What follows belongs to an exercise in optimizing a design on an open flow for small area; a production flow would make more cautious choices.
In this exercise RTL edits were held to simulation tests only and were not proved equivalent to the original.
No activity file was given, so power comes from the tool's default toggle rates.

[flow/run.sh]
#!/bin/bash
# synth_recipe.tcl (not shown) runs the flow's synth.tcl, then flattens the netlist and writes it again
# the make line also repeats each setting of config.mk as NAME=value (left out here)
make -C /OpenROAD-flow-scripts/flow DESIGN_CONFIG=/design/flow/config.mk WORK_HOME=/design/flow/orfs CLKGATE_MAP_FILE= SYNTH_SCRIPT=/design/flow/synth_recipe.tcl finish
[flow/config.mk]
export PLATFORM = sky130hd
export DESIGN_NAME = weird64
export DESIGN_NICKNAME = weird64
export VERILOG_FILES = /design/flow/design.v
export SDC_FILE = /design/flow/constraint.sdc
export NUM_CORES = 4
export LEC_CHECK = 0
export CAP_MARGIN = 20
export CORE_MARGIN = 2
export CORE_UTILIZATION = 40
export SLEW_MARGIN = 20
[flow/constraint.sdc]
create_clock -name core_clock -period 15.0 [get_ports {clk}]
set_input_delay 3.0000 -clock core_clock [delete_from_list [all_inputs] [get_ports {clk}]]
set_output_delay 3.0000 -clock core_clock [all_outputs]
set_load 0.01 [all_outputs]
[flow/design.v]
module weird64 (
    input  wire        clk,
    input  wire        rst,
    input  wire        bus_valid,
    input  wire        bus_write,
    input  wire [7:0]  bus_addr,
    input  wire [2:0]  bus_size,
    input  wire [31:0] bus_wdata,
    output reg  [31:0] bus_rdata,
    output wire        bus_err,
    output wire        irq
);
    localparam [1:0] C_ILL = 2'd0, C_ENC = 2'd1, C_DEC = 2'd2, C_CFG = 2'd3;
    reg         busy, done, drop, done_ie;
    reg  [2:0]  ei_code;
    reg  [4:0]  ei_pos;
    reg  [7:0]  ei_byte;
    reg  [31:0] val_lo, val_hi, res_lo, res_hi, in_len, salt_len;
    reg  [3:0]  out_len;
    reg  [127:0] in_text;        
    reg  [127:0] salt;
    reg  [255:0] perm;
    reg  [64:0] out_sym;         
    reg  [159:0] ap;             
    reg  [64:0]  as_;            
    reg  [3:0]   as_len;         
    reg  [1:0]  cmd;
    reg         ph;
    reg  [4:0]  cnt;
    reg  [3:0]  kidx;
    reg  [64:0] work;
    integer i;
    wire errf = ~busy & (ei_code != 3'd0);
    wire bad_access = (bus_size != 3'd4) || (bus_addr[1:0] != 2'b00);
    assign bus_err  = bus_valid & bad_access;
    wire wr = bus_valid & bus_write & ~bad_access;
    assign irq = done & done_ie;
    function [7:0] asc;
        input [4:0] x;
        begin
            if (x < 5'd10)      asc = 8'h30 + {3'd0, x};
            else if (x < 5'd18) asc = 8'h41 + {3'd0, x - 5'd10};
            else if (x < 5'd20) asc = 8'h4A + {3'd0, x - 5'd18};
            else if (x < 5'd22) asc = 8'h4D + {3'd0, x - 5'd20};
            else if (x < 5'd27) asc = 8'h50 + {3'd0, x - 5'd22};
            else                asc = 8'h56 + {3'd0, x - 5'd27};
        end
    endfunction
    reg [31:0] ot_word;
    integer m;
    always @(*) begin
        ot_word = 32'h0;
        for (m = 0; m < 4; m = m + 1) begin : ot_b
            reg [3:0] si;
            reg [4:0] sx;
            si = {bus_addr[3:2], m[1:0]};
            sx = out_sym[64 - 5*si -: 5];
            if (si < out_len) ot_word[8*m +: 8] = asc(sx);
        end
    end
    always @(*) begin
        bus_rdata = 32'h0;
        if (!bad_access) begin
            case (bus_addr[7:2])
                6'h00: bus_rdata = 32'h5745_0007;
                6'h02: bus_rdata = {28'h0, drop, errf, done, busy};
                6'h03: bus_rdata = {31'h0, done_ie};
                6'h04: bus_rdata = {8'h0, ei_byte, 3'h0, ei_pos, 5'h0, ei_code};
                6'h05: bus_rdata = val_lo;
                6'h06: bus_rdata = val_hi;
                6'h07: bus_rdata = res_lo;
                6'h08: bus_rdata = res_hi;
                6'h09: bus_rdata = in_len;
                6'h0A: bus_rdata = {28'h0, out_len};
                6'h0B: bus_rdata = salt_len;
                6'h0C, 6'h0D, 6'h0E, 6'h0F: bus_rdata = in_text[32*bus_addr[3:2] +: 32];
                6'h10, 6'h11, 6'h12, 6'h13: bus_rdata = ot_word;
                6'h14, 6'h15, 6'h16, 6'h17: bus_rdata = salt[32*bus_addr[3:2] +: 32];
                6'h18, 6'h19, 6'h1A, 6'h1B,
                6'h1C, 6'h1D, 6'h1E, 6'h1F: bus_rdata = perm[32*bus_addr[4:2] +: 32];
                default: bus_rdata = 32'h0;
            endcase
        end
    end
    wire is_data_reg = (bus_addr == 8'h14) || (bus_addr == 8'h18) ||
                       (bus_addr == 8'h24) || (bus_addr == 8'h2C) ||
                       (bus_addr[7:4] == 4'h3) || (bus_addr[7:4] == 4'h5) ||
                       (bus_addr[7:5] == 3'b011);
    wire wr_ctrl   = wr && (bus_addr == 8'h04);
    wire wr_data   = wr && is_data_reg;
    wire wr_stage  = wr_data && !busy;
    wire accept    = wr_ctrl && !busy && (bus_wdata != 32'h0);
    wire [4:0] key = as_[5*kidx +: 5];
    wire [3:0] kidx_next = (kidx + 4'd1 == as_len) ? 4'd0 : kidx + 4'd1;
    wire [4:0] pidx = ph ? ~cnt : cnt;
    wire [7:0] eb = (cmd == C_CFG) ? perm[8*pidx +: 8] : in_text[8*cnt[3:0] +: 8];
    wire [7:0] ub = (eb >= 8'h61 && eb <= 8'h7A) ? eb - 8'h20 : eb;
    reg        b_canon, b_alike, b_check;
    reg  [4:0] b_k;
    always @(*) begin
        b_canon = 1'b1; b_alike = 1'b0; b_check = 1'b0;
        b_k = 5'd0;
        if (ub >= 8'h30 && ub <= 8'h39)      b_k = ub[4:0] - 5'h10;          
        else if (ub >= 8'h41 && ub <= 8'h48) b_k = ub[4:0] - 5'h01 + 5'd10;  
        else if (ub == 8'h4A || ub == 8'h4B) b_k = ub[4:0] - 5'h0A + 5'd18;  
        else if (ub == 8'h4D || ub == 8'h4E) b_k = ub[4:0] - 5'h0D + 5'd20;  
        else if (ub >= 8'h50 && ub <= 8'h54) b_k = ub[4:0] - 5'h10 + 5'd22;  
        else if (ub >= 8'h56 && ub <= 8'h5A) b_k = ub[4:0] - 5'h16 + 5'd27;  
        else begin
            b_canon = 1'b0;
            if (ub == 8'h4F) begin b_alike = 1'b1; b_k = 5'd0; end
            else if (ub == 8'h49 || ub == 8'h4C) begin b_alike = 1'b1; b_k = 5'd1; end
            else if (eb == 8'h24 || eb == 8'h2A || eb == 8'h3D ||
                     eb == 8'h55 || eb == 8'h75 || eb == 8'h7E) b_check = 1'b1;
        end
    end
    reg [4:0] inv;
    integer c;
    always @(*) begin
        inv = 5'd0;
        for (c = 0; c < 32; c = c + 1)
            if (ap[5*c +: 5] == b_k) inv = inv | c[4:0];
    end
    wire seen = work[b_k];
    wire [63:0] v = {val_hi, val_lo};
    wire [64:0] vx = {1'b0, v};
    wire [4:0]  dig = vx[5*cnt[3:0] +: 5];
    wire [4:0]  e_sym = ap[5*(dig ^ key) +: 5];
    wire [4:0]  w_in = (cmd == C_ENC) ? e_sym : (inv ^ key);
    wire [64:0] w_sh = {work[59:0], w_in};
    reg        cmpl, c_fail;
    reg [2:0]  c_code;
    reg [4:0]  c_pos;
    reg [7:0]  c_byte;
    reg        do_shift, do_seen, do_load;
    always @(*) begin
        cmpl = 1'b0; c_fail = 1'b0;
        c_code = 3'd0; c_pos = 5'd0; c_byte = 8'h0;
        do_shift = 1'b0; do_seen = 1'b0; do_load = 1'b0;
        if (busy) begin
            case (cmd)
                C_ILL: begin
                    cmpl = 1'b1; c_fail = 1'b1; c_code = 3'd7;
                end
                C_ENC: begin
                    if (ph) begin
                        do_shift = 1'b1;
                        if (work[60]) cmpl = 1'b1;
                    end
                end
                C_DEC: begin
                    if (in_len == 32'h0) begin
                        cmpl = 1'b1; c_fail = 1'b1; c_code = 3'd1;
                    end else if (in_len[31:4] != 28'h0 || in_len[3:0] > 4'd13) begin
                        cmpl = 1'b1; c_fail = 1'b1; c_code = 3'd2;
                    end else if (b_check) begin
                        cmpl = 1'b1; c_fail = 1'b1; c_code = 3'd4;
                        c_pos = cnt; c_byte = eb;
                    end else if (!b_canon && !b_alike) begin
                        cmpl = 1'b1; c_fail = 1'b1; c_code = 3'd3;
                        c_pos = cnt; c_byte = eb;
                    end else begin
                        do_shift = 1'b1;
                        if (cnt[3:0] + 4'd1 == in_len[3:0]) cmpl = 1'b1;
                    end
                end
                C_CFG: begin
                    if ((!ph || cnt == 5'd0) && (!b_canon || seen)) begin
                        cmpl = 1'b1; c_fail = 1'b1; c_code = 3'd5;
                        c_pos = pidx; c_byte = eb;
                    end else if (!ph) begin
                        do_seen = 1'b1;
                    end else if (cnt == 5'd0 && salt_len == 32'h0) begin
                        cmpl = 1'b1; c_fail = 1'b1; c_code = 3'd6;
                    end else begin
                        do_load = 1'b1;
                        if (cnt == 5'd31) cmpl = 1'b1;
                    end
                end
            endcase
        end
    end
    wire [31:0] wd0 = rst ? 32'h0 : bus_wdata;
    wire [31:0] wd1 = rst ? 32'h1 : bus_wdata;
    localparam [255:0] PERM_RST = {32'h5A59_5857, 32'h5654_5352, 32'h5150_4E4D, 32'h4B4A_4847,
                                   32'h4645_4443, 32'h4241_3938, 32'h3736_3534, 32'h3332_3130};
    wire a_vlo  = bus_addr == 8'h14;
    wire a_vhi  = bus_addr == 8'h18;
    wire a_ilen = bus_addr == 8'h24;
    wire a_slen = bus_addr == 8'h2C;
    always @(posedge clk) if (rst | (wr_stage & a_vlo))  val_lo   <= wd0;
    always @(posedge clk) if (rst | (wr_stage & a_vhi))  val_hi   <= wd0;
    always @(posedge clk) if (rst | (wr_stage & a_ilen)) in_len   <= wd0;
    always @(posedge clk) if (rst | (wr_stage & a_slen)) salt_len <= wd1;
    genvar g;
    generate
        for (g = 0; g < 4; g = g + 1) begin : g_w4
            always @(posedge clk)
                if (rst | (wr_stage & bus_addr[7:4] == 4'h3 & bus_addr[3:2] == g))
                    in_text[32*g +: 32] <= wd0;
            always @(posedge clk)
                if (rst | (wr_stage & bus_addr[7:4] == 4'h5 & bus_addr[3:2] == g))
                    salt[32*g +: 32] <= wd0;
        end
        for (g = 0; g < 8; g = g + 1) begin : g_w8
            always @(posedge clk)
                if (rst | (wr_stage & bus_addr[7:5] == 3'b011 & bus_addr[4:2] == g))
                    perm[32*g +: 32] <= rst ? PERM_RST[32*g +: 32] : bus_wdata;
        end
    endgenerate
    always @(posedge clk) begin
        if (rst) begin
            busy <= 1'b0; done <= 1'b0; drop <= 1'b0; done_ie <= 1'b0;
        end else begin
            if (wr && bus_addr == 8'h0C) done_ie <= bus_wdata[0];
            if (wr && bus_addr == 8'h08) begin
                if (bus_wdata[1]) done <= 1'b0;
                if (bus_wdata[3]) drop <= 1'b0;
            end
            if ((wr_ctrl || wr_data) && busy) drop <= 1'b1;
            if (accept) begin
                busy <= 1'b1;
                done <= 1'b0;
            end
            if (cmpl) begin
                busy <= 1'b0;
                done <= 1'b1;
            end
        end
    end
    always @(posedge clk)
        if (rst | cmpl) begin
            ei_code <= rst ? 3'h0 : c_code;
            ei_pos  <= rst ? 5'h0 : c_pos;
            ei_byte <= rst ? 8'h0 : c_byte;
        end
    wire res_we = cmpl & (cmd == C_DEC);
    always @(posedge clk)
        if (rst | res_we) begin
            res_lo <= (rst | c_fail) ? 32'h0 : w_sh[31:0];
            res_hi <= (rst | c_fail) ? 32'h0 : w_sh[63:32];
        end
    wire enc_done = cmpl & (cmd == C_ENC);
    always @(posedge clk) if (rst | enc_done) out_len <= rst ? 4'h0 : cnt[3:0] - 4'd3;
    always @(posedge clk) if (enc_done) out_sym <= w_sh;
    reg [159:0] ap_rst;
    always @(*) for (i = 0; i < 32; i = i + 1) ap_rst[5*i +: 5] = i[4:0];
    always @(posedge clk) if (rst | do_load) ap <= rst ? ap_rst : {ap[154:0], b_k};
    wire cfg_done = do_load & cmpl;
    reg [64:0] salt5;
    always @(*) for (i = 0; i < 13; i = i + 1) salt5[5*i +: 5] = salt[8*i +: 5];
    always @(posedge clk)
        if (rst | cfg_done) begin
            as_    <= rst ? 65'h0 : salt5;
            as_len <= rst ? 4'd1 : (salt_len > 32'd13) ? 4'd13 : salt_len[3:0];
        end
    always @(posedge clk) begin
        if (accept) begin
            cmd  <= (bus_wdata[31:2] == 30'h0) ? bus_wdata[1:0] : C_ILL;
            ph   <= 1'b0;
            cnt  <= (bus_wdata == 32'h1) ? 5'd12 : 5'd0;
        end else if (busy) begin
            if (cmd == C_ENC) begin
                if (!ph) begin
                    if (dig != 5'd0 || cnt[3:0] == 4'd0) ph <= 1'b1;
                    else cnt <= cnt - 5'd1;
                end else begin
                    cnt <= cnt - 5'd1;
                end
            end else if (do_seen) begin
                if (cnt == 5'd30) begin ph <= 1'b1; cnt <= 5'd0; end
                else cnt <= cnt + 5'd1;
            end else begin
                cnt <= cnt + 5'd1;
            end
        end
    end
    always @(posedge clk)
        if (accept | do_shift) kidx <= accept ? 4'd0 : kidx_next;
    reg [31:0] seen_set;
    always @(*) for (i = 0; i < 32; i = i + 1) seen_set[i] = (b_k == i[4:0]);
    always @(posedge clk) begin
        if (accept)        work <= {64'h0, bus_wdata == 32'h1};
        else if (do_shift) work <= w_sh;
        else if (do_seen)  work[31:0] <= work[31:0] | seen_set;
    end
endmodule
==> impl_metrics.py <==
metrics = {
    "finish": {
        "multi_input_area_mm2": 0.0266,
        "register_area_mm2": 0.0322,
        "fill_cells": 13400,
        "final_area_mm2": 0.0675,
        "fin_cells": 6667,
        "area_delta_synth_final_pct": 11.8,
        "layout.nets": 4681,
        "drive_gt1_share_pct": 19.2,
    },
    "worst_setup_path": {
        "endpoint_kind": "output pin",
        "required_ps": 12000,
        "critPathMaxFanout": 86,
        "critPathLaunchType": "input pin",
        "setup.worst_path.class": "input pin to output pin",
        "arrival_ps": 9360,
    },
    "timing": {
        "setup_tns_ps": 0,
        "slew_headroom_pct": 13.7,
        "tightest_slew_ps": 1290,
        "setup_viol": 0,
        "period_needed_ps": 12360,
        "finalClockSkew_ps": 110,
        "fmax_mhz": 80.9,
        "slew_viol_final": 0,
        "rsz0062_at_grt": "false",
        "hold_violations": 0,
        "hold_slack_ps": 430,
        "post-route-period-util_pct": 82.4,
    },
    "placed_design": {
        "postPlaceCellArea_mm2": 0.0633,
        "dp.final_hpwl_um": 149000,
        "io_buffer_count": 80,
        "dp.cells": 6443,
        "place_congestion": 1.01,
    },
    "synthesis": {
        "synth-async-reset-ratio_pct": 0,
        "synth_area_leader_cell": "edfxtp_1",
        "synth-main-ff-cell": "edfxtp_1",
        "synth_most_common_cell": "edfxtp_1",
        "synth_top_area_share_pct": 51.3,
        "yosysWarnings": 1,
        "synth_cell_type_count": 106,
        "syn_area_mm2": 0.0603,
        "synth_seq_area_share_pct": 53.4,
        "ys_seq_elements": 1095,
        "synth_common_cells": "1030 x edfxtp_1, 351 x mux4_2, 325 x nand2_1, 251 x mux2i_1, 235 x nor2b_1",
        "synth_edf_count": 1030,
        "syn-num-nets": 4683,
        "syn_inst": 4551,
        "synthTopCellsByArea": "edfxtp_1 51%, mux4_2 13%, mux2i_1 4.2%, xnor2_1 2.7%, nor2b_1 2.4%",
        "syn_area_per_cell_um2": 13.3,
    },
    "routing": {
        "ant_nets": 0,
        "drc_errors": 0,
        "firstDrtPassIters": 7,
        "first_iter_violations": 5837,
        "wire_per_inst_um": 31.9,
        "vias": 42400,
        "finalWirelength_um": 213000,
        "avgViaCountPerCell": 6.36,
    },
    "floorplanning": {
        "ioPinCount": 81,
        "rows": 142,
        "die_y_um": 392,
        "core_area_mm2": 0.150,
        "start_util_pct": 40.3,
        "chipWidth_um": 392,
        "die-area_mm2": 0.154,
    },
    "cts": {
        "cts_root_buffer": "clkbuf_16",
        "path_clk_slew_ps": 60,
        "cts_resized": 0,
        "cts_sinks": 1095,
        "ctsHoldBuffers": 0,
        "cts_made_buffers": 117,
        "cts_setup_buffers": 0,
        "cts_tree": "built",
        "clk_latency_ps": 810,
        "ctsHtreeMaxLevel": 3,
        "clk_path_buf_depth": 3,
    },
    "pwr": {
        "ir_worst_vdd_uv": 112,
        "power.density_mw_per_mm2": 114,
        "leakage_uw": 0.0229,
        "finalPower_uw": 7690,
    },
    "global_route": {
        "grt-ovfl-total": 0,
        "grt_usage_pct": 27.3,
        "antenna_found_initial": 19,
        "grt_pass1_wl_um": 303000,
        "grt_pass1_vias": 40500,
        "grt_max_degree": 147,
    },
    "outcome": {
        "status": "timing/DRC/antenna clean",
    },
    "worst_hold_path": {
        "hold_path.class": "flop to flop",
    },
    "job": {
        "maxCapViolCount": 0,
    },
}
==> worst paths after layout <==
kind               start            end  slack (ps)  depth (start not counted)
max          bus_addr[2]  bus_rdata[10]        2640                         20
min reg2reg     work[59]    out_sym[64]         430                          0
max reg2reg       cnt[1]        ap[126]        4320                         26
min             work[59]    out_sym[64]         430                          0
==> final cells by class <==
type / count / area share (%)
diodes: 2 / 0.00742
clock buffers: 134 / 4.43
clock inverters: 85 / 1.53
inverters: 77 / 0.428
multi-input cells: 3057 / 39.4
flip-flops and latches: 1095 / 47.8
well taps: 2016 / 3.74
repair buffers: 201 / 2.73
==> report_power, final <==
part           switching, uW  total (uW)  internal [uW]
logic                    575         952            376
registers                140        3700           3560
clock network           1320        3040           1720
==> sequential cells by signal, summed over array words and instances, names as in the netlist, 5 cells and up <==
signal,count
val_hi,32
res_hi,32
perm,256
salt_len,32
as_,65
out_sym,65
res_lo,32
salt,128
ei_pos,5
work,61
in_text,128
ei_byte,8
cnt,5
val_lo,32
ap,160
in_len,32
==> per-stage QoR <==
step	utilization, %	worst slack (ps)
after floorplan	-	2480
after global placement	42.2	2430
after detailed placement	42.3	2410
after CTS	45.0	2390
after global routing	45.0	2090
final	45.0	2640
==> worst max-delay path: stages <==
cell and delay, ps:
buf_8 410, clkinv_1 420, buf_4 320, ha_4 520, buf_16 320, mux4_2 530, mux4_2 490, a211oi_1 340
a21oi_1 240, ha_1 350, xor2_1 280, ha_1 280, mux2_2 260, o21ai_0 370, o2bb2ai_1 180, nand2_1 70
o21ai_0 100, a21oi_1 100, nor2_1 130, clkdlybuf4s50_1 560
==> cell families (layout without fill, tap and decap cells) <==
kind of cell             after synthesis  count (layout)  synth area share [%]
other                                  0               2                     0
adder cells (fa/ha/maj)               85              85                  1.76
AND/OR/NAND/NOR                     1268            1268                  10.9
XOR/XNOR                             221             221                  3.23
AO/OA/AOI/OAI                        866             866                  10.1
flip-flops                          1095            1095                  53.4
buffers and inverters                399             497                  3.04
multiplexers                         617             617                  17.5
==> layer usage <==
| layer | track usage [%] | routed length (um) |
|---|---|---|
| met5 | 0 | 29 |
| met4 | 13.3 | 12100 |
| met3 | 6.49 | 22300 |
| met2 | 41.4 | 95300 |
| met1 | 36.8 | 83200 |
==> placed cells by master, fill, tap and decap left out, types with 32 or more instances in the layout <==
| cell | n |
|---|---|
| xnor2_1 | 180 |
| inv_1 | 69 |
| o221ai_1 | 32 |
| a211oi_1 | 33 |
| mux2i_1 | 251 |
| xor2_1 | 36 |
| buf_4 | 115 |
| ha_1 | 84 |
| a31oi_1 | 41 |
| or2_2 | 114 |
| nand3_1 | 86 |
| o21ai_0 | 109 |
| dfxtp_1 | 65 |
| nand2_1 | 311 |
| nor4_1 | 37 |
| clkdlybuf4s50_1 | 77 |
| mux4_2 | 351 |
| a21oi_1 | 212 |
| edfxtp_1 | 1030 |
| a22oi_1 | 129 |
| nor3_1 | 48 |
| clkbuf_16 | 117 |
| nor2b_1 | 226 |
| and2_1 | 85 |
| nor2_1 | 185 |

separate check: timing with driven ports:
Ports are ideal in the flow. The routed layout listed here was re-timed in OpenROAD. Step 1 (the two cells are an assumption about what drives the block):
set clk [get_ports {clk}]
set_driving_cell -lib_cell sky130_fd_sc_hd__clkbuf_16 $clk
set_driving_cell -lib_cell sky130_fd_sc_hd__buf_2 [delete_from_list [all_inputs] $clk]
Step 2 moves the port delays by t, midway between the first and last clock arrival at a register: inputs arrive t later, outputs are due t later. That takes back most of the time a late clock gives input paths. a / b / c = ideal / step 1 / step 2; a / b = the first two.
t, ns: 0.830
setup slack, ns: 2.644 / 2.593 / 2.593
hold WS [ns]: 0.430 / 0.430 / 0.430
After both steps this run still meets setup and hold. The setup slack of this run moves by -0.051 ns with the drivers and by -0.051 ns with both steps.
